From an optimization exercise on the open Yosys and OpenROAD flow, aimed at small area, a short achievable clock period and few clock cycles; shortcuts taken in it are not production practice. The RTL was checked by simulation tests, not by an equivalence proof against the original design.

==> flow/design.v <==
module rs_codec (
    input  wire       clk,
    input  wire       rst,
    input  wire       in_valid,
    output wire       in_ready,
    input  wire [7:0] in_data,
    input  wire       in_mode,
    output wire       out_valid,
    output wire [7:0] out_data,
    output wire       out_ok,
    output wire       out_last
);
    localparam integer N  = 155;   
    localparam integer K  = 123;   
    localparam integer NP = 32;    
    localparam integer T  = 16;    
    function [7:0] gf_xtime(input [7:0] a);
        gf_xtime = {a[6:0], 1'b0} ^ (a[7] ? 8'h87 : 8'h00);
    endfunction
    function [7:0] gf_mul(input [7:0] a, input [7:0] b);
        integer i;
        reg [7:0] p, x;
        begin
            p = 8'h00;
            x = a;
            for (i = 0; i < 8; i = i + 1) begin
                if (b[i]) p = p ^ x;
                x = gf_xtime(x);
            end
            gf_mul = p;
        end
    endfunction
    function [7:0] gf_apow(input integer e);
        case (e % 255)
            0: gf_apow = 8'h01;
            1: gf_apow = 8'h02;
            2: gf_apow = 8'h04;
            3: gf_apow = 8'h08;
            4: gf_apow = 8'h10;
            5: gf_apow = 8'h20;
            6: gf_apow = 8'h40;
            7: gf_apow = 8'h80;
            8: gf_apow = 8'h87;
            9: gf_apow = 8'h89;
            10: gf_apow = 8'h95;
            11: gf_apow = 8'had;
            12: gf_apow = 8'hdd;
            13: gf_apow = 8'h3d;
            14: gf_apow = 8'h7a;
            15: gf_apow = 8'hf4;
            16: gf_apow = 8'h6f;
            17: gf_apow = 8'hde;
            18: gf_apow = 8'h3b;
            19: gf_apow = 8'h76;
            20: gf_apow = 8'hec;
            21: gf_apow = 8'h5f;
            22: gf_apow = 8'hbe;
            23: gf_apow = 8'hfb;
            24: gf_apow = 8'h71;
            25: gf_apow = 8'he2;
            26: gf_apow = 8'h43;
            27: gf_apow = 8'h86;
            28: gf_apow = 8'h8b;
            29: gf_apow = 8'h91;
            30: gf_apow = 8'ha5;
            31: gf_apow = 8'hcd;
            32: gf_apow = 8'h1d;
            33: gf_apow = 8'h3a;
            34: gf_apow = 8'h74;
            35: gf_apow = 8'he8;
            36: gf_apow = 8'h57;
            37: gf_apow = 8'hae;
            38: gf_apow = 8'hdb;
            39: gf_apow = 8'h31;
            40: gf_apow = 8'h62;
            41: gf_apow = 8'hc4;
            42: gf_apow = 8'h0f;
            43: gf_apow = 8'h1e;
            44: gf_apow = 8'h3c;
            45: gf_apow = 8'h78;
            46: gf_apow = 8'hf0;
            47: gf_apow = 8'h67;
            48: gf_apow = 8'hce;
            49: gf_apow = 8'h1b;
            50: gf_apow = 8'h36;
            51: gf_apow = 8'h6c;
            52: gf_apow = 8'hd8;
            53: gf_apow = 8'h37;
            54: gf_apow = 8'h6e;
            55: gf_apow = 8'hdc;
            56: gf_apow = 8'h3f;
            57: gf_apow = 8'h7e;
            58: gf_apow = 8'hfc;
            59: gf_apow = 8'h7f;
            60: gf_apow = 8'hfe;
            61: gf_apow = 8'h7b;
            62: gf_apow = 8'hf6;
            63: gf_apow = 8'h6b;
            64: gf_apow = 8'hd6;
            65: gf_apow = 8'h2b;
            66: gf_apow = 8'h56;
            67: gf_apow = 8'hac;
            68: gf_apow = 8'hdf;
            69: gf_apow = 8'h39;
            70: gf_apow = 8'h72;
            71: gf_apow = 8'he4;
            72: gf_apow = 8'h4f;
            73: gf_apow = 8'h9e;
            74: gf_apow = 8'hbb;
            75: gf_apow = 8'hf1;
            76: gf_apow = 8'h65;
            77: gf_apow = 8'hca;
            78: gf_apow = 8'h13;
            79: gf_apow = 8'h26;
            80: gf_apow = 8'h4c;
            81: gf_apow = 8'h98;
            82: gf_apow = 8'hb7;
            83: gf_apow = 8'he9;
            84: gf_apow = 8'h55;
            85: gf_apow = 8'haa;
            86: gf_apow = 8'hd3;
            87: gf_apow = 8'h21;
            88: gf_apow = 8'h42;
            89: gf_apow = 8'h84;
            90: gf_apow = 8'h8f;
            91: gf_apow = 8'h99;
            92: gf_apow = 8'hb5;
            93: gf_apow = 8'hed;
            94: gf_apow = 8'h5d;
            95: gf_apow = 8'hba;
            96: gf_apow = 8'hf3;
            97: gf_apow = 8'h61;
            98: gf_apow = 8'hc2;
            99: gf_apow = 8'h03;
            100: gf_apow = 8'h06;
            101: gf_apow = 8'h0c;
            102: gf_apow = 8'h18;
            103: gf_apow = 8'h30;
            104: gf_apow = 8'h60;
            105: gf_apow = 8'hc0;
            106: gf_apow = 8'h07;
            107: gf_apow = 8'h0e;
            108: gf_apow = 8'h1c;
            109: gf_apow = 8'h38;
            110: gf_apow = 8'h70;
            111: gf_apow = 8'he0;
            112: gf_apow = 8'h47;
            113: gf_apow = 8'h8e;
            114: gf_apow = 8'h9b;
            115: gf_apow = 8'hb1;
            116: gf_apow = 8'he5;
            117: gf_apow = 8'h4d;
            118: gf_apow = 8'h9a;
            119: gf_apow = 8'hb3;
            120: gf_apow = 8'he1;
            121: gf_apow = 8'h45;
            122: gf_apow = 8'h8a;
            123: gf_apow = 8'h93;
            124: gf_apow = 8'ha1;
            125: gf_apow = 8'hc5;
            126: gf_apow = 8'h0d;
            127: gf_apow = 8'h1a;
            128: gf_apow = 8'h34;
            129: gf_apow = 8'h68;
            130: gf_apow = 8'hd0;
            131: gf_apow = 8'h27;
            132: gf_apow = 8'h4e;
            133: gf_apow = 8'h9c;
            134: gf_apow = 8'hbf;
            135: gf_apow = 8'hf9;
            136: gf_apow = 8'h75;
            137: gf_apow = 8'hea;
            138: gf_apow = 8'h53;
            139: gf_apow = 8'ha6;
            140: gf_apow = 8'hcb;
            141: gf_apow = 8'h11;
            142: gf_apow = 8'h22;
            143: gf_apow = 8'h44;
            144: gf_apow = 8'h88;
            145: gf_apow = 8'h97;
            146: gf_apow = 8'ha9;
            147: gf_apow = 8'hd5;
            148: gf_apow = 8'h2d;
            149: gf_apow = 8'h5a;
            150: gf_apow = 8'hb4;
            151: gf_apow = 8'hef;
            152: gf_apow = 8'h59;
            153: gf_apow = 8'hb2;
            154: gf_apow = 8'he3;
            155: gf_apow = 8'h41;
            156: gf_apow = 8'h82;
            157: gf_apow = 8'h83;
            158: gf_apow = 8'h81;
            159: gf_apow = 8'h85;
            160: gf_apow = 8'h8d;
            161: gf_apow = 8'h9d;
            162: gf_apow = 8'hbd;
            163: gf_apow = 8'hfd;
            164: gf_apow = 8'h7d;
            165: gf_apow = 8'hfa;
            166: gf_apow = 8'h73;
            167: gf_apow = 8'he6;
            168: gf_apow = 8'h4b;
            169: gf_apow = 8'h96;
            170: gf_apow = 8'hab;
            171: gf_apow = 8'hd1;
            172: gf_apow = 8'h25;
            173: gf_apow = 8'h4a;
            174: gf_apow = 8'h94;
            175: gf_apow = 8'haf;
            176: gf_apow = 8'hd9;
            177: gf_apow = 8'h35;
            178: gf_apow = 8'h6a;
            179: gf_apow = 8'hd4;
            180: gf_apow = 8'h2f;
            181: gf_apow = 8'h5e;
            182: gf_apow = 8'hbc;
            183: gf_apow = 8'hff;
            184: gf_apow = 8'h79;
            185: gf_apow = 8'hf2;
            186: gf_apow = 8'h63;
            187: gf_apow = 8'hc6;
            188: gf_apow = 8'h0b;
            189: gf_apow = 8'h16;
            190: gf_apow = 8'h2c;
            191: gf_apow = 8'h58;
            192: gf_apow = 8'hb0;
            193: gf_apow = 8'he7;
            194: gf_apow = 8'h49;
            195: gf_apow = 8'h92;
            196: gf_apow = 8'ha3;
            197: gf_apow = 8'hc1;
            198: gf_apow = 8'h05;
            199: gf_apow = 8'h0a;
            200: gf_apow = 8'h14;
            201: gf_apow = 8'h28;
            202: gf_apow = 8'h50;
            203: gf_apow = 8'ha0;
            204: gf_apow = 8'hc7;
            205: gf_apow = 8'h09;
            206: gf_apow = 8'h12;
            207: gf_apow = 8'h24;
            208: gf_apow = 8'h48;
            209: gf_apow = 8'h90;
            210: gf_apow = 8'ha7;
            211: gf_apow = 8'hc9;
            212: gf_apow = 8'h15;
            213: gf_apow = 8'h2a;
            214: gf_apow = 8'h54;
            215: gf_apow = 8'ha8;
            216: gf_apow = 8'hd7;
            217: gf_apow = 8'h29;
            218: gf_apow = 8'h52;
            219: gf_apow = 8'ha4;
            220: gf_apow = 8'hcf;
            221: gf_apow = 8'h19;
            222: gf_apow = 8'h32;
            223: gf_apow = 8'h64;
            224: gf_apow = 8'hc8;
            225: gf_apow = 8'h17;
            226: gf_apow = 8'h2e;
            227: gf_apow = 8'h5c;
            228: gf_apow = 8'hb8;
            229: gf_apow = 8'hf7;
            230: gf_apow = 8'h69;
            231: gf_apow = 8'hd2;
            232: gf_apow = 8'h23;
            233: gf_apow = 8'h46;
            234: gf_apow = 8'h8c;
            235: gf_apow = 8'h9f;
            236: gf_apow = 8'hb9;
            237: gf_apow = 8'hf5;
            238: gf_apow = 8'h6d;
            239: gf_apow = 8'hda;
            240: gf_apow = 8'h33;
            241: gf_apow = 8'h66;
            242: gf_apow = 8'hcc;
            243: gf_apow = 8'h1f;
            244: gf_apow = 8'h3e;
            245: gf_apow = 8'h7c;
            246: gf_apow = 8'hf8;
            247: gf_apow = 8'h77;
            248: gf_apow = 8'hee;
            249: gf_apow = 8'h5b;
            250: gf_apow = 8'hb6;
            251: gf_apow = 8'heb;
            252: gf_apow = 8'h51;
            253: gf_apow = 8'ha2;
            254: gf_apow = 8'hc3;
            default: gf_apow = 8'h00;
        endcase
    endfunction
    function [7:0] gf_inv(input [7:0] a);
        case (a)
            8'h00: gf_inv = 8'h00;
            8'h01: gf_inv = 8'h01;
            8'h02: gf_inv = 8'hc3;
            8'h03: gf_inv = 8'h82;
            8'h04: gf_inv = 8'ha2;
            8'h05: gf_inv = 8'h7e;
            8'h06: gf_inv = 8'h41;
            8'h07: gf_inv = 8'h5a;
            8'h08: gf_inv = 8'h51;
            8'h09: gf_inv = 8'h36;
            8'h0a: gf_inv = 8'h3f;
            8'h0b: gf_inv = 8'hac;
            8'h0c: gf_inv = 8'he3;
            8'h0d: gf_inv = 8'h68;
            8'h0e: gf_inv = 8'h2d;
            8'h0f: gf_inv = 8'h2a;
            8'h10: gf_inv = 8'heb;
            8'h11: gf_inv = 8'h9b;
            8'h12: gf_inv = 8'h1b;
            8'h13: gf_inv = 8'h35;
            8'h14: gf_inv = 8'hdc;
            8'h15: gf_inv = 8'h1e;
            8'h16: gf_inv = 8'h56;
            8'h17: gf_inv = 8'ha5;
            8'h18: gf_inv = 8'hb2;
            8'h19: gf_inv = 8'h74;
            8'h1a: gf_inv = 8'h34;
            8'h1b: gf_inv = 8'h12;
            8'h1c: gf_inv = 8'hd5;
            8'h1d: gf_inv = 8'h64;
            8'h1e: gf_inv = 8'h15;
            8'h1f: gf_inv = 8'hdd;
            8'h20: gf_inv = 8'hb6;
            8'h21: gf_inv = 8'h4b;
            8'h22: gf_inv = 8'h8e;
            8'h23: gf_inv = 8'hfb;
            8'h24: gf_inv = 8'hce;
            8'h25: gf_inv = 8'he9;
            8'h26: gf_inv = 8'hd9;
            8'h27: gf_inv = 8'ha1;
            8'h28: gf_inv = 8'h6e;
            8'h29: gf_inv = 8'hdb;
            8'h2a: gf_inv = 8'h0f;
            8'h2b: gf_inv = 8'h2c;
            8'h2c: gf_inv = 8'h2b;
            8'h2d: gf_inv = 8'h0e;
            8'h2e: gf_inv = 8'h91;
            8'h2f: gf_inv = 8'hf1;
            8'h30: gf_inv = 8'h59;
            8'h31: gf_inv = 8'hd7;
            8'h32: gf_inv = 8'h3a;
            8'h33: gf_inv = 8'hf4;
            8'h34: gf_inv = 8'h1a;
            8'h35: gf_inv = 8'h13;
            8'h36: gf_inv = 8'h09;
            8'h37: gf_inv = 8'h50;
            8'h38: gf_inv = 8'ha9;
            8'h39: gf_inv = 8'h63;
            8'h3a: gf_inv = 8'h32;
            8'h3b: gf_inv = 8'hf5;
            8'h3c: gf_inv = 8'hc9;
            8'h3d: gf_inv = 8'hcc;
            8'h3e: gf_inv = 8'had;
            8'h3f: gf_inv = 8'h0a;
            8'h40: gf_inv = 8'h5b;
            8'h41: gf_inv = 8'h06;
            8'h42: gf_inv = 8'he6;
            8'h43: gf_inv = 8'hf7;
            8'h44: gf_inv = 8'h47;
            8'h45: gf_inv = 8'hbf;
            8'h46: gf_inv = 8'hbe;
            8'h47: gf_inv = 8'h44;
            8'h48: gf_inv = 8'h67;
            8'h49: gf_inv = 8'h7b;
            8'h4a: gf_inv = 8'hb7;
            8'h4b: gf_inv = 8'h21;
            8'h4c: gf_inv = 8'haf;
            8'h4d: gf_inv = 8'h53;
            8'h4e: gf_inv = 8'h93;
            8'h4f: gf_inv = 8'hff;
            8'h50: gf_inv = 8'h37;
            8'h51: gf_inv = 8'h08;
            8'h52: gf_inv = 8'hae;
            8'h53: gf_inv = 8'h4d;
            8'h54: gf_inv = 8'hc4;
            8'h55: gf_inv = 8'hd1;
            8'h56: gf_inv = 8'h16;
            8'h57: gf_inv = 8'ha4;
            8'h58: gf_inv = 8'hd6;
            8'h59: gf_inv = 8'h30;
            8'h5a: gf_inv = 8'h07;
            8'h5b: gf_inv = 8'h40;
            8'h5c: gf_inv = 8'h8b;
            8'h5d: gf_inv = 8'h9d;
            8'h5e: gf_inv = 8'hbb;
            8'h5f: gf_inv = 8'h8c;
            8'h60: gf_inv = 8'hef;
            8'h61: gf_inv = 8'h81;
            8'h62: gf_inv = 8'ha8;
            8'h63: gf_inv = 8'h39;
            8'h64: gf_inv = 8'h1d;
            8'h65: gf_inv = 8'hd4;
            8'h66: gf_inv = 8'h7a;
            8'h67: gf_inv = 8'h48;
            8'h68: gf_inv = 8'h0d;
            8'h69: gf_inv = 8'he2;
            8'h6a: gf_inv = 8'hca;
            8'h6b: gf_inv = 8'hb0;
            8'h6c: gf_inv = 8'hc7;
            8'h6d: gf_inv = 8'hde;
            8'h6e: gf_inv = 8'h28;
            8'h6f: gf_inv = 8'hda;
            8'h70: gf_inv = 8'h97;
            8'h71: gf_inv = 8'hd2;
            8'h72: gf_inv = 8'hf2;
            8'h73: gf_inv = 8'h84;
            8'h74: gf_inv = 8'h19;
            8'h75: gf_inv = 8'hb3;
            8'h76: gf_inv = 8'hb9;
            8'h77: gf_inv = 8'h87;
            8'h78: gf_inv = 8'ha7;
            8'h79: gf_inv = 8'he4;
            8'h7a: gf_inv = 8'h66;
            8'h7b: gf_inv = 8'h49;
            8'h7c: gf_inv = 8'h95;
            8'h7d: gf_inv = 8'h99;
            8'h7e: gf_inv = 8'h05;
            8'h7f: gf_inv = 8'ha3;
            8'h80: gf_inv = 8'hee;
            8'h81: gf_inv = 8'h61;
            8'h82: gf_inv = 8'h03;
            8'h83: gf_inv = 8'hc2;
            8'h84: gf_inv = 8'h73;
            8'h85: gf_inv = 8'hf3;
            8'h86: gf_inv = 8'hb8;
            8'h87: gf_inv = 8'h77;
            8'h88: gf_inv = 8'he0;
            8'h89: gf_inv = 8'hf8;
            8'h8a: gf_inv = 8'h9c;
            8'h8b: gf_inv = 8'h5c;
            8'h8c: gf_inv = 8'h5f;
            8'h8d: gf_inv = 8'hba;
            8'h8e: gf_inv = 8'h22;
            8'h8f: gf_inv = 8'hfa;
            8'h90: gf_inv = 8'hf0;
            8'h91: gf_inv = 8'h2e;
            8'h92: gf_inv = 8'hfe;
            8'h93: gf_inv = 8'h4e;
            8'h94: gf_inv = 8'h98;
            8'h95: gf_inv = 8'h7c;
            8'h96: gf_inv = 8'hd3;
            8'h97: gf_inv = 8'h70;
            8'h98: gf_inv = 8'h94;
            8'h99: gf_inv = 8'h7d;
            8'h9a: gf_inv = 8'hea;
            8'h9b: gf_inv = 8'h11;
            8'h9c: gf_inv = 8'h8a;
            8'h9d: gf_inv = 8'h5d;
            8'h9e: gf_inv = 8'hbc;
            8'h9f: gf_inv = 8'hec;
            8'ha0: gf_inv = 8'hd8;
            8'ha1: gf_inv = 8'h27;
            8'ha2: gf_inv = 8'h04;
            8'ha3: gf_inv = 8'h7f;
            8'ha4: gf_inv = 8'h57;
            8'ha5: gf_inv = 8'h17;
            8'ha6: gf_inv = 8'he5;
            8'ha7: gf_inv = 8'h78;
            8'ha8: gf_inv = 8'h62;
            8'ha9: gf_inv = 8'h38;
            8'haa: gf_inv = 8'hab;
            8'hab: gf_inv = 8'haa;
            8'hac: gf_inv = 8'h0b;
            8'had: gf_inv = 8'h3e;
            8'hae: gf_inv = 8'h52;
            8'haf: gf_inv = 8'h4c;
            8'hb0: gf_inv = 8'h6b;
            8'hb1: gf_inv = 8'hcb;
            8'hb2: gf_inv = 8'h18;
            8'hb3: gf_inv = 8'h75;
            8'hb4: gf_inv = 8'hc0;
            8'hb5: gf_inv = 8'hfd;
            8'hb6: gf_inv = 8'h20;
            8'hb7: gf_inv = 8'h4a;
            8'hb8: gf_inv = 8'h86;
            8'hb9: gf_inv = 8'h76;
            8'hba: gf_inv = 8'h8d;
            8'hbb: gf_inv = 8'h5e;
            8'hbc: gf_inv = 8'h9e;
            8'hbd: gf_inv = 8'hed;
            8'hbe: gf_inv = 8'h46;
            8'hbf: gf_inv = 8'h45;
            8'hc0: gf_inv = 8'hb4;
            8'hc1: gf_inv = 8'hfc;
            8'hc2: gf_inv = 8'h83;
            8'hc3: gf_inv = 8'h02;
            8'hc4: gf_inv = 8'h54;
            8'hc5: gf_inv = 8'hd0;
            8'hc6: gf_inv = 8'hdf;
            8'hc7: gf_inv = 8'h6c;
            8'hc8: gf_inv = 8'hcd;
            8'hc9: gf_inv = 8'h3c;
            8'hca: gf_inv = 8'h6a;
            8'hcb: gf_inv = 8'hb1;
            8'hcc: gf_inv = 8'h3d;
            8'hcd: gf_inv = 8'hc8;
            8'hce: gf_inv = 8'h24;
            8'hcf: gf_inv = 8'he8;
            8'hd0: gf_inv = 8'hc5;
            8'hd1: gf_inv = 8'h55;
            8'hd2: gf_inv = 8'h71;
            8'hd3: gf_inv = 8'h96;
            8'hd4: gf_inv = 8'h65;
            8'hd5: gf_inv = 8'h1c;
            8'hd6: gf_inv = 8'h58;
            8'hd7: gf_inv = 8'h31;
            8'hd8: gf_inv = 8'ha0;
            8'hd9: gf_inv = 8'h26;
            8'hda: gf_inv = 8'h6f;
            8'hdb: gf_inv = 8'h29;
            8'hdc: gf_inv = 8'h14;
            8'hdd: gf_inv = 8'h1f;
            8'hde: gf_inv = 8'h6d;
            8'hdf: gf_inv = 8'hc6;
            8'he0: gf_inv = 8'h88;
            8'he1: gf_inv = 8'hf9;
            8'he2: gf_inv = 8'h69;
            8'he3: gf_inv = 8'h0c;
            8'he4: gf_inv = 8'h79;
            8'he5: gf_inv = 8'ha6;
            8'he6: gf_inv = 8'h42;
            8'he7: gf_inv = 8'hf6;
            8'he8: gf_inv = 8'hcf;
            8'he9: gf_inv = 8'h25;
            8'hea: gf_inv = 8'h9a;
            8'heb: gf_inv = 8'h10;
            8'hec: gf_inv = 8'h9f;
            8'hed: gf_inv = 8'hbd;
            8'hee: gf_inv = 8'h80;
            8'hef: gf_inv = 8'h60;
            8'hf0: gf_inv = 8'h90;
            8'hf1: gf_inv = 8'h2f;
            8'hf2: gf_inv = 8'h72;
            8'hf3: gf_inv = 8'h85;
            8'hf4: gf_inv = 8'h33;
            8'hf5: gf_inv = 8'h3b;
            8'hf6: gf_inv = 8'he7;
            8'hf7: gf_inv = 8'h43;
            8'hf8: gf_inv = 8'h89;
            8'hf9: gf_inv = 8'he1;
            8'hfa: gf_inv = 8'h8f;
            8'hfb: gf_inv = 8'h23;
            8'hfc: gf_inv = 8'hc1;
            8'hfd: gf_inv = 8'hb5;
            8'hfe: gf_inv = 8'h92;
            8'hff: gf_inv = 8'h4f;
            default: gf_inv = 8'h00;
        endcase
    endfunction
    function [7:0] gen_coef(input integer idx);
        case (idx)
            0: gen_coef = 8'h3b;
            1: gen_coef = 8'hb6;
            2: gen_coef = 8'h87;
            3: gen_coef = 8'h77;
            4: gen_coef = 8'hcd;
            5: gen_coef = 8'hdb;
            6: gen_coef = 8'hb3;
            7: gen_coef = 8'hfb;
            8: gen_coef = 8'hc5;
            9: gen_coef = 8'hac;
            10: gen_coef = 8'he8;
            11: gen_coef = 8'h4c;
            12: gen_coef = 8'hf2;
            13: gen_coef = 8'h54;
            14: gen_coef = 8'h0d;
            15: gen_coef = 8'h85;
            16: gen_coef = 8'h82;
            17: gen_coef = 8'h0d;
            18: gen_coef = 8'hfe;
            19: gen_coef = 8'hb1;
            20: gen_coef = 8'h37;
            21: gen_coef = 8'hab;
            22: gen_coef = 8'hb5;
            23: gen_coef = 8'h99;
            24: gen_coef = 8'he5;
            25: gen_coef = 8'hb9;
            26: gen_coef = 8'h3c;
            27: gen_coef = 8'hf2;
            28: gen_coef = 8'h97;
            29: gen_coef = 8'h9e;
            30: gen_coef = 8'h3f;
            31: gen_coef = 8'h95;
            default: gen_coef = 8'h00;
        endcase
    endfunction
    reg        in_ready_q;       
    reg        in_busy;          
    assign in_ready = in_ready_q;
    wire       acc = in_valid & !in_busy;
    reg  [7:0] nb_pos;           
    reg        nb_mode;          
    reg        nb_buf;           
    wire       nb_first = (nb_pos == 8'd0);
    wire       nb_last  = nb_mode ? (nb_pos == N-1) : (nb_pos == K-1);
    reg        a_v;              
    reg  [7:0] a_d;
    reg  [7:0] a_pos;
    reg        a_mode;
    reg        a_buf;
    always @(posedge clk) begin
        a_d    <= in_data;
        a_pos  <= nb_pos;
        a_mode <= nb_first ? in_mode : nb_mode;
        a_buf  <= nb_buf;
        if (rst) begin
            a_v     <= 1'b0;
            nb_pos  <= 8'd0;
            nb_buf  <= 1'b0;
            nb_mode <= 1'b0;
        end else begin
            a_v <= acc;
            if (acc) begin
                if (nb_first) nb_mode <= in_mode;
                if (!nb_first && nb_last) begin
                    nb_pos <= 8'd0;
                    nb_buf <= ~nb_buf;
                end else begin
                    nb_pos <= nb_pos + 8'd1;
                end
            end
        end
    end
    wire a_push    = a_v & (a_pos < K);
    wire a_lastpay = a_v & (a_pos == K-1);
    wire a_dec     = a_v & a_mode;
    wire a_declast = a_v & a_mode & (a_pos == N-1);
    reg  [7:0] sacc  [1:NP];
    reg  [7:0] snext [1:NP];
    integer i, j;
    always @* begin
        for (j = 1; j <= NP; j = j + 1)
            snext[j] = ((a_pos == 8'd0) ? 8'h00 : gf_mul(sacc[j], gf_apow(j))) ^ a_d;
    end
    always @(posedge clk) begin
        if (a_dec)
            for (j = 1; j <= NP; j = j + 1) sacc[j] <= snext[j];
    end
    reg  [7:0] buf0 [0:K-1];
    reg  [7:0] buf1 [0:K-1];
    wire       push0 = a_push & ~a_buf;
    wire       push1 = a_push &  a_buf;
    wire       pop0, pop1;
    reg        rot;
    reg        rot_b;
    reg  [6:0] rot_cnt;
    wire       rot0   = rot & ~rot_b;
    wire       rot1   = rot &  rot_b;
    wire       shift0 = push0 | pop0 | rot0;
    wire       shift1 = push1 | pop1 | rot1;
    always @(posedge clk) begin
        if (shift0) begin
            for (i = 0; i < K - 1; i = i + 1) buf0[i] <= buf0[i+1];
            buf0[K-1] <= rot0 ? buf0[0] : a_d;
        end
        if (shift1) begin
            for (i = 0; i < K - 1; i = i + 1) buf1[i] <= buf1[i+1];
            buf1[K-1] <= rot1 ? buf1[0] : a_d;
        end
    end
    localparam [1:0] D_IDLE = 2'd0, D_BM = 2'd1, D_CNT = 2'd2, D_DONE = 2'd3;
    reg  [1:0] dstate;
    reg  [7:0] synd [1:NP];      
    reg  [7:0] lam  [0:T];
    reg  [7:0] bpol [0:T];       
    reg  [7:0] gam;
    reg  [7:0] rho;
    reg  [7:0] dup;              
    reg  [7:0] pa;               
    reg  [5:0] len;
    reg  [5:0] k;
    reg  [1:0] ph;
    reg  [6:0] cc;
    reg  [4:0] nroots;
    reg        dok;
    reg        chk;              
    wire       dec_take;
    wire       om_act  = (dstate == D_CNT) && !chk && (k < 6'd16);
    wire       ch      = (dup != 8'h00) && ({len, 1'b0} <= {1'b0, k});
    wire       bm_last = (k == NP - 1);
    reg  [7:0] u_lam [0:8];
    reg  [7:0] u_bp  [0:8];      
    reg  [7:0] u_new [0:8];
    always @* begin
        for (i = 0; i <= 8; i = i + 1) begin
            if (ph == 2'd0) begin
                u_lam[i] = (i < 8) ? lam[9+i] : 8'h00;
                u_bp[i]  = (i < 8) ? bpol[8+i] : 8'h00;
            end else begin
                u_lam[i] = lam[i];
                u_bp[i]  = (i == 0) ? 8'h00 : bpol[i-1];
            end
            u_new[i] = gf_mul(gam, u_lam[i]) ^ gf_mul(dup, u_bp[i]);
        end
    end
    reg  [7:0] h_lam [0:8];
    reg  [7:0] h_s   [0:8];
    reg  [8:0] h_msk;
    reg  [7:0] h_dot;
    always @* begin
        for (i = 0; i <= 8; i = i + 1) begin
            if (ph == 2'd1) begin
                h_lam[i] = (i < 8) ? lam[9+i] : 8'h00;
                h_s[i]   = (i < 8) ? synd[25-i] : 8'h00;
                h_msk[i] = (i < 8) && ({2'b00, k} >= 8'd9 + i);
            end else begin
                h_lam[i] = lam[i];
                h_s[i]   = (i == 0) ? synd[1] : synd[NP+1-i];
                h_msk[i] = ({2'b00, k} >= i);
            end
        end
        if (dstate == D_BM)
            h_msk = bm_last ? ((ph == 2'd2) ? 9'h001 : 9'h000) : 9'h1ff;
        h_dot = 8'h00;
        for (i = 0; i <= 8; i = i + 1)
            h_dot = h_dot ^ gf_mul(h_msk[i] ? h_lam[i] : 8'h00, h_s[i]);
    end
    wire [7:0] dnew = pa ^ h_dot;
    reg        hzero, szero;
    always @* begin
        hzero = 1'b1;
        for (j = 0; j < 8; j = j + 1)
            if (lam[9+j] != 8'h00 || bpol[8+j] != 8'h00) hzero = 1'b0;
        szero = 1'b1;
        for (j = 1; j <= NP; j = j + 1)
            if (snext[j] != 8'h00) szero = 1'b0;
    end
    reg  [5:0] deg_cur;
    always @* begin
        deg_cur = 6'd0;
        for (j = 0; j <= T; j = j + 1)
            if (lam[j] != 8'h00) deg_cur = j;
    end
    localparam integer CP   = 4;
    localparam integer CEND = (N + CP - 1) / CP - 1;
    reg  [7:0] ce [0:CP-1];
    reg  [4:0] cz;
    always @* begin
        cz = 5'd0;
        for (i = 0; i < CP; i = i + 1) begin
            ce[i] = 8'h00;
            for (j = 0; j <= T; j = j + 1)
                ce[i] = ce[i] ^ gf_mul(bpol[j], gf_apow(i * j));
            if (ce[i] == 8'h00 && (cc != CEND || CP * CEND + i < N))
                cz = cz + 5'd1;
        end
    end
    wire       cnt_end   = (cc == CEND);
    reg  [4:0] cz_q;             
    reg        cfin;             
    wire [4:0] nroots_nx = nroots + cz_q;
    always @(posedge clk) begin
        chk <= 1'b0;
        if ((dstate == D_BM && ph != 2'd0) || om_act) begin
            if (ph == 2'd1) begin
                pa <= h_dot;
                for (j = 2; j < NP; j = j + 1) synd[j] <= synd[j+1];
                synd[NP] <= synd[1];
                synd[1]  <= (dstate == D_BM && !bm_last) ? gf_mul(synd[2], rho) : synd[2];
                rho <= gf_mul(rho, gf_apow(101));
            end else begin
                if (dstate == D_BM) dup <= dnew;
                if (om_act) begin
                    synd[17] <= dnew;    
                    k  <= k + 6'd1;
                    ph <= 2'd1;
                end
            end
        end
        if (om_act && ph == 2'd1) ph <= 2'd2;
        case (dstate)
            D_IDLE: if (a_declast) begin
                synd[1] <= gf_mul(snext[1], gf_apow(101));
                dup     <= gf_mul(snext[1], gf_apow(101));
                for (j = 2; j <= NP; j = j + 1) synd[j] <= snext[j];
                rho <= gf_apow(202);
                for (j = 0; j <= T; j = j + 1) begin
                    lam[j]  <= (j == 0) ? 8'h01 : 8'h00;
                    bpol[j] <= (j == 0) ? 8'h01 : 8'h00;
                end
                gam <= 8'h01;
                len <= 6'd0;
                k   <= 6'd0;
                ph  <= 2'd1;
                if (szero) begin
                    dok    <= 1'b1;
                    dstate <= D_DONE;
                end else begin
                    dstate <= D_BM;
                end
            end
            D_BM: begin
                case (ph)
                    2'd0: begin
                        for (j = 0; j < 8; j = j + 1) begin
                            lam[9+j]  <= u_new[j];
                            bpol[9+j] <= ch ? lam[9+j] : bpol[8+j];
                        end
                        ph <= 2'd1;
                    end
                    2'd1: begin
                        for (j = 0; j <= 8; j = j + 1) begin
                            lam[j]  <= u_new[j];
                            bpol[j] <= ch ? lam[j] : ((j == 0) ? 8'h00 : bpol[j-1]);
                        end
                        ph <= 2'd2;
                    end
                    default: begin
                        if (ch) begin
                            len <= k + 6'd1 - len;
                            gam <= dup;
                        end
                        k  <= k + 6'd1;
                        ph <= hzero ? 2'd1 : 2'd0;
                        if (bm_last) begin
                            synd[17] <= dnew;
                            chk      <= 1'b1;
                            dstate   <= D_CNT;
                        end
                    end
                endcase
            end
            D_CNT: begin
                if (chk) begin
                    k  <= 6'd1;
                    ph <= 2'd1;
                    cc     <= 7'd0;
                    nroots <= 5'd0;
                    cz_q   <= 5'd0;
                    cfin   <= 1'b0;
                    for (j = 0; j <= T; j = j + 1) bpol[j] <= lam[j];
                    if (len > T || deg_cur != len) begin
                        dok    <= 1'b0;
                        dstate <= D_DONE;
                    end
                end else if (cfin) begin
                    dok    <= (nroots_nx == len[4:0]);
                    dstate <= D_DONE;
                end else begin
                    for (j = 0; j <= T; j = j + 1)
                        bpol[j] <= gf_mul(bpol[j], gf_apow(CP * j));
                    cz_q   <= cz;
                    nroots <= nroots_nx;
                    cc     <= cc + 7'd1;
                    cfin   <= cnt_end;
                end
            end
            D_DONE: if (dec_take) dstate <= D_IDLE;
        endcase
        if (rst) begin
            dstate <= D_IDLE;
            chk    <= 1'b0;
        end
    end
    localparam [1:0] O_IDLE = 2'd0, O_PRIME = 2'd1, O_PAY = 2'd2, O_PAR = 2'd3;
    reg  [1:0] ostate;
    reg        ob;               
    reg        o_mode;
    reg        o_ok;
    reg  [7:0] o_cnt;
    reg  [7:0] ct [0:32];
    reg  [7:0] corr_q;           
    reg        c1_root;          
    reg  [7:0] c1_osum, c1_inv;
    reg        o_pr;
    reg        out_valid_q, out_ok_q, out_last_q;
    reg  [7:0] out_data_q;
    assign out_valid = out_valid_q;
    assign out_data  = out_data_q;
    assign out_ok    = out_ok_q;
    assign out_last  = out_last_q;
    reg [1:0] hold, ns, bmode;
    wire [7:0] head   = ob ? buf1[0] : buf0[0];
    wire       push_o = ob ? push1 : push0;
    wire       ns_o   = ob ? ns[1] : ns[0];
    wire       hold_o = ob ? hold[1] : hold[0];
    wire       mode_o = ob ? bmode[1] : bmode[0];
    wire       rot_o  = rot && (rot_b == ob);
    wire       pop    = (ostate == O_PAY) && (!ns_o || push_o || rot_o);
    wire       blocked = (ostate == O_PAY) && ns_o && !push_o && !rot_o;
    assign pop0 = pop & ~ob;
    assign pop1 = pop &  ob;
    wire       o_start = (ostate == O_IDLE) && hold_o && (!mode_o || dstate == D_DONE);
    assign dec_take = o_start && mode_o;
    wire       pay_end = pop && (o_cnt == K-1);
    reg  [7:0] lsum, lodd, osum;
    always @* begin
        lsum = 8'h00;
        lodd = 8'h00;
        osum = 8'h00;
        for (j = 0; j <= T; j = j + 1) begin
            lsum = lsum ^ ct[j];
            if (j % 2 == 1) lodd = lodd ^ ct[j];
        end
        for (j = T + 1; j <= 2 * T; j = j + 1) osum = osum ^ ct[j];
    end
    wire [7:0] corr_nx = c1_root ? gf_mul(c1_osum, c1_inv) : 8'h00;
    wire [7:0] fb = (ostate == O_PAR) ? 8'h00 : (head ^ ct[NP-1]);
    always @(posedge clk) begin
        if (a_push && a_pos == 8'd0) ns[a_buf] <= 1'b1;
        if (pay_end) hold[ob] <= 1'b0;
        if (a_lastpay) begin
            ns[a_buf]    <= 1'b0;
            hold[a_buf]  <= 1'b1;
            bmode[a_buf] <= a_mode;
        end
        out_valid_q <= 1'b0;
        case (ostate)
            O_IDLE: if (o_start) begin
                o_mode <= mode_o;
                o_cnt  <= 8'd0;
                if (mode_o) begin
                    o_ok   <= dok;
                    o_pr   <= 1'b0;
                    ostate <= O_PRIME;
                end else begin
                    o_ok   <= 1'b1;
                    ostate <= O_PAY;
                end
            end
            O_PRIME: begin
                o_pr <= 1'b1;
                if (o_pr) ostate <= O_PAY;
            end
            O_PAY: if (pop) begin
                out_valid_q <= 1'b1;
                o_cnt       <= o_cnt + 8'd1;
                if (o_mode) begin
                    if (o_cnt == K-1) begin
                        ostate <= O_IDLE;
                        ob     <= ~ob;
                    end
                end else begin
                    if (o_cnt == K-1) ostate <= O_PAR;
                end
            end
            O_PAR: begin
                out_valid_q <= 1'b1;
                o_cnt       <= o_cnt + 8'd1;
                if (o_cnt == N-1) begin
                    ostate <= O_IDLE;
                    ob     <= ~ob;
                end
            end
        endcase
        if (rst) begin
            ostate      <= O_IDLE;
            ob          <= 1'b0;
            out_valid_q <= 1'b0;
            hold        <= 2'b00;
            ns          <= 2'b00;
        end
    end
    wire ct_chien = (ostate == O_PRIME) || (ostate == O_PAY && pop && o_mode);
    wire ct_lfsr  = (ostate == O_PAY && pop && !o_mode) || (ostate == O_PAR);
    always @(posedge clk) begin
        if (o_start) begin
            for (j = 0; j <= T; j = j + 1) ct[j] <= mode_o ? lam[j] : 8'h00;
            for (j = 0; j < T; j = j + 1) ct[T+1+j] <= mode_o ? synd[j+2] : 8'h00;
        end else if (ct_chien) begin
            for (j = 0; j <= T; j = j + 1) ct[j] <= gf_mul(ct[j], gf_apow(j));
            for (j = 0; j < T; j = j + 1) ct[T+1+j] <= gf_mul(ct[T+1+j], gf_apow(j + 1));
        end else if (ct_lfsr) begin
            for (j = 0; j < NP; j = j + 1)
                ct[j] <= ((j == 0) ? 8'h00 : ct[j-1]) ^ gf_mul(fb, gen_coef(j));
        end
        if (ct_chien) begin
            corr_q  <= corr_nx;
            c1_root <= (lsum == 8'h00);
            c1_osum <= osum;
            c1_inv  <= gf_inv(lodd);
        end
    end
    always @(posedge clk) begin
        out_ok_q   <= (ostate == O_PAR) || !o_mode || o_ok;
        out_last_q <= (ostate == O_PAR) ? (o_cnt == N-1) : (o_mode && o_cnt == K-1);
        out_data_q <= (ostate == O_PAR) ? ct[NP-1] :
                      !o_mode ? head : (o_ok ? (head ^ corr_q) : 8'h00);
    end
    wire       pok0  = !hold[0] || (ostate == O_PAY && !ob);
    wire       pok1  = !hold[1] || (ostate == O_PAY &&  ob);
    wire       wrap  = !nb_first && nb_last;
    wire [7:0] n_pos = wrap ? 8'd0 : nb_pos + 8'd1;
    wire       n_buf = wrap ? ~nb_buf : nb_buf;
    wire       ok_stay = (nb_pos < K)   ? (nb_buf ? pok1 : pok0) :
                         (nb_pos == N-1) ? (dstate == D_IDLE) : 1'b1;
    wire       ok_next = (n_pos < K)    ? (n_buf ? pok1 : pok0) :
                         (n_pos == N-1)  ? (dstate == D_IDLE) : 1'b1;
    wire       c_ok  = acc ? ok_next : ok_stay;
    always @(posedge clk) begin
        if (rst) begin
            in_ready_q <= 1'b0;
            in_busy    <= 1'b1;
        end else begin
            in_ready_q <= c_ok && !rot && !blocked;
            in_busy    <= !(c_ok && !rot && !blocked);
        end
    end
    always @(posedge clk) begin
        if (rot) begin
            rot_cnt <= rot_cnt + 7'd1;
            if (rot_cnt == K - 1) rot <= 1'b0;
        end else if (blocked && in_busy) begin
            rot     <= 1'b1;
            rot_b   <= ob;
            rot_cnt <= 7'd0;
        end
        if (rst) rot <= 1'b0;
    end
endmodule
==> flow/flow/run.sh <==
#!/bin/bash
set -euo pipefail
bash standard.sh SETUP_SLACK_MARGIN=14.65 SKIP_GATE_CLONING=1 finish > make_finish.log 2>&1
==> flow/standard.sh <==
#!/bin/bash
# synth_recipe.tcl (not shown) runs the flow's synth.tcl, then flattens the netlist and writes it again
# the make line also repeats each setting of config.mk as NAME=value (left out here)
make -C /OpenROAD-flow-scripts/flow DESIGN_CONFIG=/design/flow/config.mk WORK_HOME=/design/flow/orfs CLKGATE_MAP_FILE= SYNTH_SCRIPT=/design/flow/synth_recipe.tcl "${@:-finish}"
==> flow/config.mk <==
export PLATFORM = sky130hd
export DESIGN_NAME = rs_codec
export DESIGN_NICKNAME = rs_codec
export VERILOG_FILES = /design/flow/design.v
export SDC_FILE = /design/flow/constraint.sdc
export NUM_CORES = 8
export LEC_CHECK = 0
export CAP_MARGIN = 30
export CORE_MARGIN = 2
export CORE_UTILIZATION = 50
export CTS_CLUSTER_DIAMETER = 60
export CTS_CLUSTER_SIZE = 25
export SLEW_MARGIN = 30
==> flow/constraint.sdc <==
create_clock -name core_clock -period 20.0 [get_ports {clk}]
set_input_delay 4.0000 -clock core_clock [delete_from_list [all_inputs] [get_ports {clk}]]
set_output_delay 4.0000 -clock core_clock [all_outputs]
set_load 0.01 [all_outputs]
==> results.sh, run 1 <==
export IMPL_globalRoute_totalOverflow=0
export IMPL_synth_most_common_cell="xnor2_1"
export IMPL_grt_usage_pct=38.6
export IMPL_ys_types=99
export IMPL_hold_viol=0
export IMPL_yosysTopAreaCellShare_pct=47.3
export IMPL_slew_headroom_pct=16.8
export IMPL_syn_inst=16534
export IMPL_drc=0
export IMPL_critPathLaunchType="register"
export IMPL_crit_family="XOR/XNOR gates"
export IMPL_fmax_ghz=0.182
export IMPL_crit_chain="xor2_1 -> xnor2_1 -> xor2_1 -> xnor2_1 -> xor2_1 -> xnor2_1 -> xnor2_1 -> nand4_1 -> nor2_1 -> nand3_1 -> ha_1 -> xor2_1 -> ha_1 -> inv_1 -> nor2_1 -> xor2_1 -> nor2_1"
export IMPL_die_area_sq_um=366000
export IMPL_grt_max_degree=199
export IMPL_worstMarginPinSlew_ns=1.24
export IMPL_core_sq_um=359000
export IMPL_cts_htree_levels=5
export IMPL_critical_path_endpoint_type="register"
export IMPL_rsz0062_at_grt="true"
export IMPL_cp_common_cell="xor2_1"
export IMPL_fin_cells=21385
export IMPL_syn_num_nets=16624
export IMPL_vias=132155
export IMPL_cts_tree="done"
export IMPL_skew_ns=0.0780
export IMPL_ant_nets=0
export IMPL_ys_flop_type="edfxtp_1"
export IMPL_dp_slack_ns=12.69
export IMPL_yosys_top_cells_area="edfxtp_1, xnor2_1, xor2_1"
export IMPL_postSynth_asyncResetShare_pct=0
export IMPL_areaGrowthSynthToFinish_pct=10.5
export IMPL_cts_buffers=288
export IMPL_cts_buffer_depth=4
export IMPL_port_buffer_count=23
export IMPL_firstDrtPassIters=13
export IMPL_clk_latency_ns=0.97
export IMPL_yosys_area_top_type="edfxtp_1"
export IMPL_rows=220
export IMPL_worstRegToRegCells=17
export IMPL_drtIter0Drc=22328
export IMPL_place_congestion=1.06
export IMPL_final_layout_size_suffix_gt1_share_pct=9.63
export IMPL_final_area_sq_um=200000
export IMPL_ys_seq_elements=3179
export IMPL_synthTopCellsByCount="xnor2_1, edfxtp_1, nand2_1, nor2_1, xor2_1"
export IMPL_layout_nets=16416
export IMPL_clock_root_buffer="clkbuf_16"
export IMPL_initial_core_util_pct=50.3
export IMPL_dp_hpwl_um=513000
export IMPL_hold_path_class="register to register"
export IMPL_finalSetupViolCount=0
export IMPL_setup_ws_ns=14.52
export IMPL_cp_num_cells=17
export IMPL_grt_pass1_vias=119198
export IMPL_path_clk_slew_ns=0.09
export IMPL_fp_dieW_um=605
export IMPL_holdWs_ns=0.381
export IMPL_min_path_cells=0
export IMPL_die_h_um=605
export IMPL_fin_setup_tns_ns=0
export IMPL_placed_cells=20766
export IMPL_wire_per_inst_um=33.9
export IMPL_antenna_found_initial=57
export IMPL_worstSetupPathType="register to register"
export IMPL_synth_edff_count=2846
export IMPL_synth_area_sq_um=181000
export IMPL_fin_crit_sh_pct=27.4
export IMPL_top_level_ports=24
export IMPL_outcome="no timing/DRC/antenna violations"
export IMPL_numClockSinks=3179
export IMPL_period_needed_ns=5.48
export IMPL_postSynthAreaPerCell_sq_um=10.9
export IMPL_vias_per_cell=6.18
export IMPL_cap_violations=0
export IMPL_placed_area_sq_um=188000
export IMPL_path_max_fanout=7
export IMPL_drt_wl_total_um=726000
export IMPL_crit_required_ns=20.66
export IMPL_yosysSeqAreaShare_pct=51.0
export IMPL_slew_viol_final=0
export IMPL_cp_slowest_cell="xnor2_1"
export IMPL_grt_pass1_wl_um=984000
export IMPL_arrival_ns=6.15
export IMPL_critPathMaxStageDelay_ns=0.94
export IMPL_critPathBufInv=1
export IMPL_yosysWarnings=15
[layout by cell type, fill, tap and decap left out, types with 32 or more instances in the layout]
cell | synthesis | final
nand2b_1 | 75 | 73
nor3_1 | 292 | 292
a21oi_1 | 539 | 535
xnor3_1 | 95 | 94
nand4_1 | 41 | 41
edfxtp_1 | 2846 | 2846
xor2_1 | 1136 | 1102
and3_1 | 110 | 108
nor4_1 | 66 | 61
mux2i_2 | 25 | 55
buf_4 | 9 | 554
nand3_1 | 157 | 155
nor2b_1 | 159 | 156
o211ai_1 | 66 | 66
nor2_1 | 1448 | 1438
a222oi_1 | 129 | 129
a31oi_1 | 250 | 250
o22ai_1 | 56 | 56
dfxtp_1 | 333 | 304
inv_6 | 0 | 35
and2_1 | 35 | 32
mux2i_1 | 263 | 225
clkbuf_16 | 0 | 293
diode_2 | 0 | 53
buf_6 | 12 | 33
xor2_2 | 10 | 35
o21ai_0 | 607 | 604
nand2_1 | 1878 | 1871
a22oi_1 | 162 | 162
mux2_2 | 138 | 138
o221ai_1 | 35 | 35
inv_1 | 184 | 179
xnor2_1 | 3758 | 3679
ha_1 | 76 | 72
a211oi_1 | 37 | 35
xnor2_2 | 6 | 71
[area by class of cell]
| cell class | instances | area [sq um] |
|---|---|---|
| repair buffers | 635 | 5480 |
| diodes | 53 | 133 |
| clock inverters | 214 | 2910 |
| fillers | 30885 | 160000 |
| clock buffers | 309 | 7380 |
| flip-flops and latches | 3179 | 92200 |
| well taps | 4773 | 5970 |
| inverters | 194 | 747 |
| multi-input cells | 12028 | 85000 |
[metal layers]
| metal | up-vias | wire length, um | GRT usage (%) |
|---|---|---|---|
| li1 | 56411 | - | - |
| met1 | 65119 | 295000 | 54.4 |
| met2 | 8717 | 286000 | 51.6 |
| met3 | 1888 | 93900 | 12.4 |
| met4 | 20 | 50000 | 22.8 |
| met5 | - | 556 | 0.470 |
[path summary, 6_finish.rpt]
check	from	to	slack [ns]
worst max-delay path	bpol[13][0]$_DFFE_PP_	cz_q[2]$_SDFFCE_PP0P_	14.52
worst min register to register	buf1[10][5]$_DFFE_PP_	buf1[9][5]$_DFFE_PP_	0.38
worst min-delay path	buf1[10][5]$_DFFE_PP_	buf1[9][5]$_DFFE_PP_	0.38
worst max register to register	bpol[13][0]$_DFFE_PP_	cz_q[2]$_SDFFCE_PP0P_	14.52
[state kept, by name, indices dropped and copies added (netlist names), 7 cells and up, named ones only]
register    count
c1_inv          8
rho             8
nb_pos          8
c1_osum         8
buf1          984
lam           136
a_d             8
dup             8
gam             8
cc              7
o_cnt           8
bpol          136
buf0          984
rot_cnt         7
pa              8
a_pos           8
out_data_q      8
synd          256
sacc          256
corr_q          8
ct            264
[stage by stage]
| step | util, % |
|---|---|
| 2_1_floorplan | - |
| 3_3_place_gp | 52.2 |
| 3_5_place_dp | 52.3 |
| 4_1_cts | 55.4 |
| 5_1_grt | 55.5 |
| 6_report | 55.6 |
[what timing repair did]
item	CTS	global route
resized for setup	152	52
hold buffers	0	0
buffers inserted	22	16
pin swaps	3	2
endpoints found under the setup margin	521	232
[cells by family (layout without fill, tap and decap cells)]
logic type      count (synthesis)  count (layout)  share of synthesized area (%)
xor+xnor                     5019            5019                           25.2
simple gates                 4396            4396                           10.4
flops                        3179            3179                           51.0
compound gates               2096            2096                           7.24
buf+inv                      1327            1352                           2.95
mux                           438             438                           2.66
fa+ha+maj                      78              78                          0.548
other cells                     1              54                        0.00207
[worst register-to-register path: cells and delay by family, from the launching register on]
family                     cells  cell delay [ns]
xor gates and xnor gates       9             3.05
DFF                            1             0.93
and+or+nand+nor                5             0.65
adders and majority gates      2             0.57
buffers and inverters          1             0.04
Testbench counts, summed over its fixed seeds: cycles 59,537.
==> run 2: changes to the inputs <==
--- a/flow/design.v
+++ b/flow/design.v
@@ -739,6 +739,5 @@
     localparam integer CEND = (N + CP - 1) / CP - 1;
-    reg  [7:0] ce [0:CP-1];
-    reg  [4:0] cz;
+    reg  [7:0]    ce [0:CP-1];
+    reg  [CP-1:0] cz;            
     always @* begin
-        cz = 5'd0;
         for (i = 0; i < CP; i = i + 1) begin
@@ -747,10 +746,14 @@
                 ce[i] = ce[i] ^ gf_mul(bpol[j], gf_apow(i * j));
-            if (ce[i] == 8'h00 && (cc != CEND || CP * CEND + i < N))
-                cz = cz + 5'd1;
+            cz[i] = (ce[i] == 8'h00) && (cc != CEND || CP * CEND + i < N);
         end
     end
-    wire       cnt_end   = (cc == CEND);
-    reg  [4:0] cz_q;             
-    reg        cfin;             
-    wire [4:0] nroots_nx = nroots + cz_q;
+    wire          cnt_end = (cc == CEND);
+    reg  [CP-1:0] cz_q;          
+    reg           cfin;          
+    reg  [4:0]    nroots_nx;
+    always @* begin
+        nroots_nx = nroots;
+        for (i = 0; i < CP; i = i + 1)
+            nroots_nx = nroots_nx + {4'd0, cz_q[i]};
+    end
     always @(posedge clk) begin
@@ -832,3 +835,3 @@
                     nroots <= 5'd0;
-                    cz_q   <= 5'd0;
+                    cz_q   <= {CP{1'b0}};
                     cfin   <= 1'b0;
@@ -983,12 +986,8 @@
     end
+    wire [7:0] c_pos = acc ? ((!nb_first && nb_last) ? 8'd0 : nb_pos + 8'd1) : nb_pos;
+    wire       c_buf = (acc && !nb_first && nb_last) ? ~nb_buf : nb_buf;
     wire       pok0  = !hold[0] || (ostate == O_PAY && !ob);
     wire       pok1  = !hold[1] || (ostate == O_PAY &&  ob);
-    wire       wrap  = !nb_first && nb_last;
-    wire [7:0] n_pos = wrap ? 8'd0 : nb_pos + 8'd1;
-    wire       n_buf = wrap ? ~nb_buf : nb_buf;
-    wire       ok_stay = (nb_pos < K)   ? (nb_buf ? pok1 : pok0) :
-                         (nb_pos == N-1) ? (dstate == D_IDLE) : 1'b1;
-    wire       ok_next = (n_pos < K)    ? (n_buf ? pok1 : pok0) :
-                         (n_pos == N-1)  ? (dstate == D_IDLE) : 1'b1;
-    wire       c_ok  = acc ? ok_next : ok_stay;
+    wire       c_ok  = (c_pos < K)     ? (c_buf ? pok1 : pok0) :
+                       (c_pos == N-1)  ? (dstate == D_IDLE) : 1'b1;
     always @(posedge clk) begin
--- a/flow/config.mk
+++ b/flow/config.mk
@@ -9,3 +9,3 @@
 export CORE_MARGIN = 2
-export CORE_UTILIZATION = 50
+export CORE_UTILIZATION = 45
 export CTS_CLUSTER_DIAMETER = 60
==> run 2 against run 1 <==
  * The layout now fails its checks (antenna violations)
  * Final area down 0.78%
  * Global-route usage down 5.6 points
  * Largest cell class unchanged
  * Die area up 10%
==> results.sh, run 2 <==
export IMPL_outcome="finished with violations"
export IMPL_so_faults="antenna violations"
export IMPL_top_level_ports=24
export IMPL_synth_area_sq_um=180000
export IMPL_wl_met2_um=281000
export IMPL_synthTopCellsByCount="xnor2_1, edfxtp_1, nand2_1, nor2_1, xor2_1"
export IMPL_yosysTopAreaCellShare_pct=47.6
export IMPL_postCtsHoldBufs=0
export IMPL_worstMarginPinSlew_ns=1.17
export IMPL_wire_per_inst_um=31.7
export IMPL_final_layout_size_suffix_gt1_share_pct=8.80
export IMPL_crit_chain="buf_6"
export IMPL_grt_max_degree=179
export IMPL_ys_seq_elements=3179
export IMPL_vias=129746
export IMPL_yosys_top_cells_area="edfxtp_1, xnor2_1, xor2_1"
export IMPL_path_max_fanout=1
export IMPL_grt_usage_pct=33.1
export IMPL_drt_met1_wl_um=276000
export IMPL_fmax_ghz=0.184
export IMPL_cap_violations=0
export IMPL_worstRegToRegCells=13
export IMPL_cts_buffers=282
export IMPL_yosysSeqAreaShare_pct=51.3
export IMPL_antenna_found_initial=68
export IMPL_fin_crit_sh_pct=27.2
export IMPL_syn_inst=16434
export IMPL_synth_edff_count=2846
export IMPL_arrival_ns=1.45
export IMPL_met3_length_um=81600
export IMPL_die_area_sq_um=404000
export IMPL_hold_path_class="register to register"
export IMPL_min_path_cells=0
export IMPL_period_needed_ns=5.45
export IMPL_die_h_um=636
export IMPL_cp_num_cells=1
export IMPL_rsz0062_at_grt="true"
export IMPL_cts_htree_levels=5
export IMPL_placed_area_sq_um=188000
export IMPL_post_route_util_pct=49.7
export IMPL_grt_pass1_wl_um=947000
export IMPL_vias_per_cell=5.96
export IMPL_crit_family="flip-flops"
export IMPL_path_clk_slew_ns=0.09
export IMPL_synth_most_common_cell="xnor2_1"
export IMPL_ant_nets=1
export IMPL_numClockSinks=3179
export IMPL_top_regs="buf0: 984 flops, buf1: 984 flops, ct: 264 flops"
export IMPL_crit_required_ns=16.00
export IMPL_drc=0
export IMPL_layout_commonest_cell="xnor2_1"
export IMPL_fin_setup_tns_ns=0
export IMPL_critical_path_endpoint_type="primary output"
export IMPL_dp_hpwl_um=496000
export IMPL_postSynth_asyncResetShare_pct=0
export IMPL_cts_tree="done"
export IMPL_firstDrtPassIters=14
export IMPL_cts_buffer_depth=4
export IMPL_skew_ns=0.0638
export IMPL_clock_root_buffer="clkbuf_16"
export IMPL_ys_types=96
export IMPL_top_layer_used="met5"
export IMPL_clk_latency_ns=0.97
export IMPL_cp_slowest_cell="dfxtp_4"
export IMPL_rows=232
export IMPL_place_congestion=1.06
export IMPL_syn_num_nets=16520
export IMPL_slew_viol_final=0
export IMPL_critPathBufInv=1
export IMPL_initial_core_util_pct=45.1
export IMPL_postSynthAreaPerCell_sq_um=10.9
export IMPL_yosys_area_top_type="edfxtp_1"
export IMPL_core_sq_um=399000
export IMPL_finalSetupViolCount=0
export IMPL_port_buffer_count=23
export IMPL_hold_viol=0
export IMPL_layout_nets=16296
export IMPL_globalRoute_totalOverflow=0
export IMPL_drtIter0Drc=20531
export IMPL_slew_headroom_pct=21.2
export IMPL_holdWs_ns=0.406
export IMPL_final_cell_mix="xnor2_1, edfxtp_1, nand2_1"
export IMPL_critPathMaxStageDelay_ns=0.38
export IMPL_fp_dieW_um=636
export IMPL_final_area_sq_um=198000
export IMPL_ys_flop_type="edfxtp_1"
export IMPL_areaGrowthSynthToFinish_pct=10.3
export IMPL_drt_wl_total_um=691000
export IMPL_worstSetupPathType="register to primary output"
export IMPL_critPathLaunchType="register"
export IMPL_yosysWarnings=15
export IMPL_grt_pass1_vias=118223
==> run 2: final timing paths <==
check                    startpoint                endpoint  slack, ns
max           in_ready_q$_SDFF_PP0_                in_ready      14.55
min          buf1[104][7]$_DFFE_PP_  buf1[103][7]$_DFFE_PP_       0.41
max reg2reg     lam[1][7]$_DFFE_PP_          dup[3]$_DFF_P_      14.68
min reg2reg  buf1[104][7]$_DFFE_PP_  buf1[103][7]$_DFFE_PP_       0.41
==> run 2: cell families after synthesis <==
group,count (synthesis),share of synthesized area [%]
buffers and inverters,1288,2.85
AOI/OAI and AO/OA,2051,7.16
DFF,3179,51.3
adders and majority gates,74,0.532
xor gates and xnor gates,5010,25.2
and+or+nand+nor,4407,10.5
muxes,425,2.56
==> run 2: per-layer routing <==
| metal | vias to the layer above | global-route usage (%) |
|---|---|---|
| met3 | 2009 | 9.19 |
| li1 | 55995 | - |
| met2 | 8216 | 46.2 |
| met4 | 31 | 20.4 |
| met1 | 63495 | 45.2 |
| met5 | - | 0.886 |
==> run 2: cell type report <==
type	instances	area [sq um]
antenna	64	160
clock buffer	313	7430
clock inverter	199	2500
fill	35725	200000
inverter	194	746
multi-input combinational	11967	83800
sequential	3179	92200
tap	5265	6590
timing repair buffer	586	4830
==> run 2: what timing repair did <==
item | CTS | global route
pin swaps | 0 | 2
resized for setup | 94 | 29
endpoints found under the setup margin | 603 | 358
setup buffers | 2 | 10
==> run 2: through the flow <==
step / setup slack [ns] / std cells
floorplan: 2.93 / 16434
global placement: 13.36 / 21169
finish: 14.55 / 21767
global route: 14.52 / 21709
CTS: 14.49 / 21690
detailed placement: 13.26 / 21176
Testbench counts of run 2, summed over its fixed seeds: cycles 59,537.
==> run 3: changes to the inputs <==
==> flow/flow/run.sh (replaced) <==
#!/bin/bash
set -euo pipefail
bash standard.sh SETUP_SLACK_MARGIN=14.75 SKIP_GATE_CLONING=1 finish > make_finish.log 2>&1
==> run 3 against run 2 <==
  * Now clean on timing, DRC and antenna
  * Core utilization barely moved
  * Via count down 0.26%
  * Die area unchanged
  * Area after synthesis stayed put
  * Final cell count hardly changed
  * Largest cell class unchanged
  * Hold slack barely moved
==> results.sh, run 3 <==
export IMPL_outcome="no timing/DRC/antenna violations"
export IMPL_syn_inst=16434
export IMPL_fin_setup_tns_ns=0
export IMPL_hold_viol=0
export IMPL_synth_edff_count=2846
export IMPL_rows=232
export IMPL_top_regs="buf0: 984 flops, buf1: 984 flops, ct: 264 flops"
export IMPL_synth_area_sq_um=180000
export IMPL_clk_latency_ns=0.97
export IMPL_numClockSinks=3179
export IMPL_path_max_fanout=1
export IMPL_ant_nets=0
export IMPL_yosysWarnings=15
export IMPL_cp_slowest_cell="dfxtp_4"
export IMPL_drt_wl_total_um=691000
export IMPL_period_needed_ns=5.44
export IMPL_hold_start="buf0[1][3]$_DFFE_PP_"
export IMPL_cts_buffer_depth=4
export IMPL_grt_pass1_wl_um=948000
export IMPL_grt_pass1_vias=118394
export IMPL_yosysTopAreaCellShare_pct=47.6
export IMPL_arrival_ns=1.44
export IMPL_critPathBufInv=1
export IMPL_vias=129413
export IMPL_path_clk_slew_ns=0.09
export IMPL_place_congestion=1.06
export IMPL_yosys_area_top_type="edfxtp_1"
export IMPL_grt_usage_pct=33.1
export IMPL_critPathLaunchType="register"
export IMPL_areaGrowthSynthToFinish_pct=10.4
export IMPL_top_level_ports=24
export IMPL_core_sq_um=399000
export IMPL_worstMarginPinSlew_ns=1.12
export IMPL_final_cell_mix="xnor2_1, edfxtp_1, nand2_1"
export IMPL_r2r_start="lam[1][7]$_DFFE_PP_"
export IMPL_dp_hpwl_um=496000
export IMPL_cts_buffers=282
export IMPL_fp_dieW_um=636
export IMPL_clock_root_buffer="clkbuf_16"
export IMPL_crit_required_ns=16.00
export IMPL_synth_most_common_cell="xnor2_1"
export IMPL_antenna_found_initial=63
export IMPL_layout_commonest_cell="xnor2_1"
export IMPL_ys_seq_elements=3179
export IMPL_slew_viol_final=0
export IMPL_layout_nets=16308
export IMPL_final_layout_size_suffix_gt1_share_pct=8.89
export IMPL_vias_per_cell=5.94
export IMPL_die_h_um=636
export IMPL_fmax_ghz=0.184
export IMPL_ys_types=96
export IMPL_critPathMaxStageDelay_ns=0.38
export IMPL_drc=0
export IMPL_finalSetupViolCount=0
export IMPL_syn_num_nets=16520
export IMPL_firstDrtPassIters=14
export IMPL_dp_slack_ns=13.26
export IMPL_hold_path_class="register to register"
export IMPL_cts_tree="done"
export IMPL_postCtsHoldBufs=0
export IMPL_initial_core_util_pct=45.1
export IMPL_globalRoute_totalOverflow=0
export IMPL_slew_headroom_pct=25.1
export IMPL_fin_crit_sh_pct=27.2
export IMPL_critPathLaunch="in_ready_q$_SDFF_PP0_"
export IMPL_setup_ws_ns=14.56
export IMPL_cap_violations=0
export IMPL_post_route_util_pct=49.8
export IMPL_yosysSeqAreaShare_pct=51.3
export IMPL_cts_htree_levels=5
export IMPL_postSynthAreaPerCell_sq_um=10.9
export IMPL_crit_family="flip-flops"
export IMPL_wire_per_inst_um=31.8
export IMPL_rsz0062_at_grt="true"
export IMPL_synthTopCellsByCount="xnor2_1, edfxtp_1, nand2_1, nor2_1, xor2_1"
export IMPL_skew_ns=0.0674
export IMPL_drtIter0Drc=20402
export IMPL_critical_path_endpoint_type="primary output"
export IMPL_port_buffer_count=23
export IMPL_postSynth_asyncResetShare_pct=0
export IMPL_grt_max_degree=179
export IMPL_worstSetupPathType="register to primary output"
export IMPL_yosys_top_cells_area="edfxtp_1, xnor2_1, xor2_1"
export IMPL_crit_chain="buf_6"
export IMPL_die_area_sq_um=404000
export IMPL_ys_flop_type="edfxtp_1"
run 3: timing repair:
| item | 4_1_cts | 5_1_grt |
|---|---|---|
| endpoints found under the hold margin | 0 | 0 |
| setup endpoints to repair | 604 | 358 |
| resized for setup | 102 | 31 |
| pin swaps | 2 | 1 |
| buffers inserted | 11 | 12 |
run 3: layout make-up:
class                   count  area (sq um)
well taps                5265          6590
fillers                 35725        200000
diodes                     61           153
clock inverters           199          2500
multi-input cells       11967         83900
repair buffers            598          4970
inverters                 194           748
flip-flops and latches   3179         92200
clock buffers             313          7430
run 3: kinds of logic after synthesis:
| family | after synthesis | synth area share [%] |
|---|---|---|
| compound gates | 2051 | 7.16 |
| xor+xnor | 5010 | 25.2 |
| fa+ha+maj | 74 | 0.532 |
| buf+inv | 1288 | 2.85 |
| flops | 3179 | 51.3 |
| mux | 425 | 2.56 |
| simple gates | 4407 | 10.5 |
run 3: worst paths after layout:
| kind | end | slack [ns] | cells after the start |
|---|---|---|---|
| worst max-delay path | in_ready | 14.56 | 1 |
| worst min-delay path | buf0[0][3]$_DFFE_PP_ | 0.41 | 0 |
| worst max register to register | dup[7]$_DFF_P_ | 14.71 | 13 |
| worst min register to register | buf0[0][3]$_DFFE_PP_ | 0.41 | 0 |
run 3: layer usage:
metal / GRT usage [%] / vias to the layer above / routed length (um)
li1: - / 56038 / -
met1: 45.1 / 63490 / 278000
met2: 46.3 / 7921 / 282000
met3: 9.44 / 1939 / 80600
met4: 20.5 / 25 / 50800
met5: 0.508 / - / 496
run 3: per-stage QoR:
stage | std cells | hold WS [ns] | instance area, sq um
floorplan | 16434 | 0.329 | 180000
global placement | 21169 | 0.400 | 187000
detailed placement | 21176 | 0.405 | 188000
CTS | 21699 | 0.395 | 198000
global route | 21717 | 0.398 | 198000
finish | 21776 | 0.407 | 198000

[re-timing with driven ports]
No port has a modelled driver above. Below, the same layouts with a new extraction and two added sets of constraints.
Step 1: set_driving_cell puts a clkbuf_16 on clk and a buf_2 on each other input, an assumption about the parent block.
Step 2 times the ports against the registers' clock, not the clock port: input delays grow and output delays shrink by t, the midpoint of the rising clock arrivals with the driver on.
a / b / c = no drivers / after step 1 / after step 2; a / b = the first two.
run	t (ns)	setup slack, ns	worst hold slack (ns)	worst setup path after step 2	worst register clock-pin slew, ns
run 1	1.040	14.516 / 14.454 / 13.904	0.381 / 0.381 / 0.381	input to register	0.09 / 0.09
run 2	1.058	14.553 / 14.433 / 13.734	0.406 / 0.406 / 0.406	input to register	0.09 / 0.09
run 3	1.038	14.562 / 14.452 / 13.728	0.407 / 0.407 / 0.407	input to register	0.09 / 0.09
The setup slack of run 3, which loses most, moves by -0.110 ns with the drivers and by -0.834 ns with both steps.
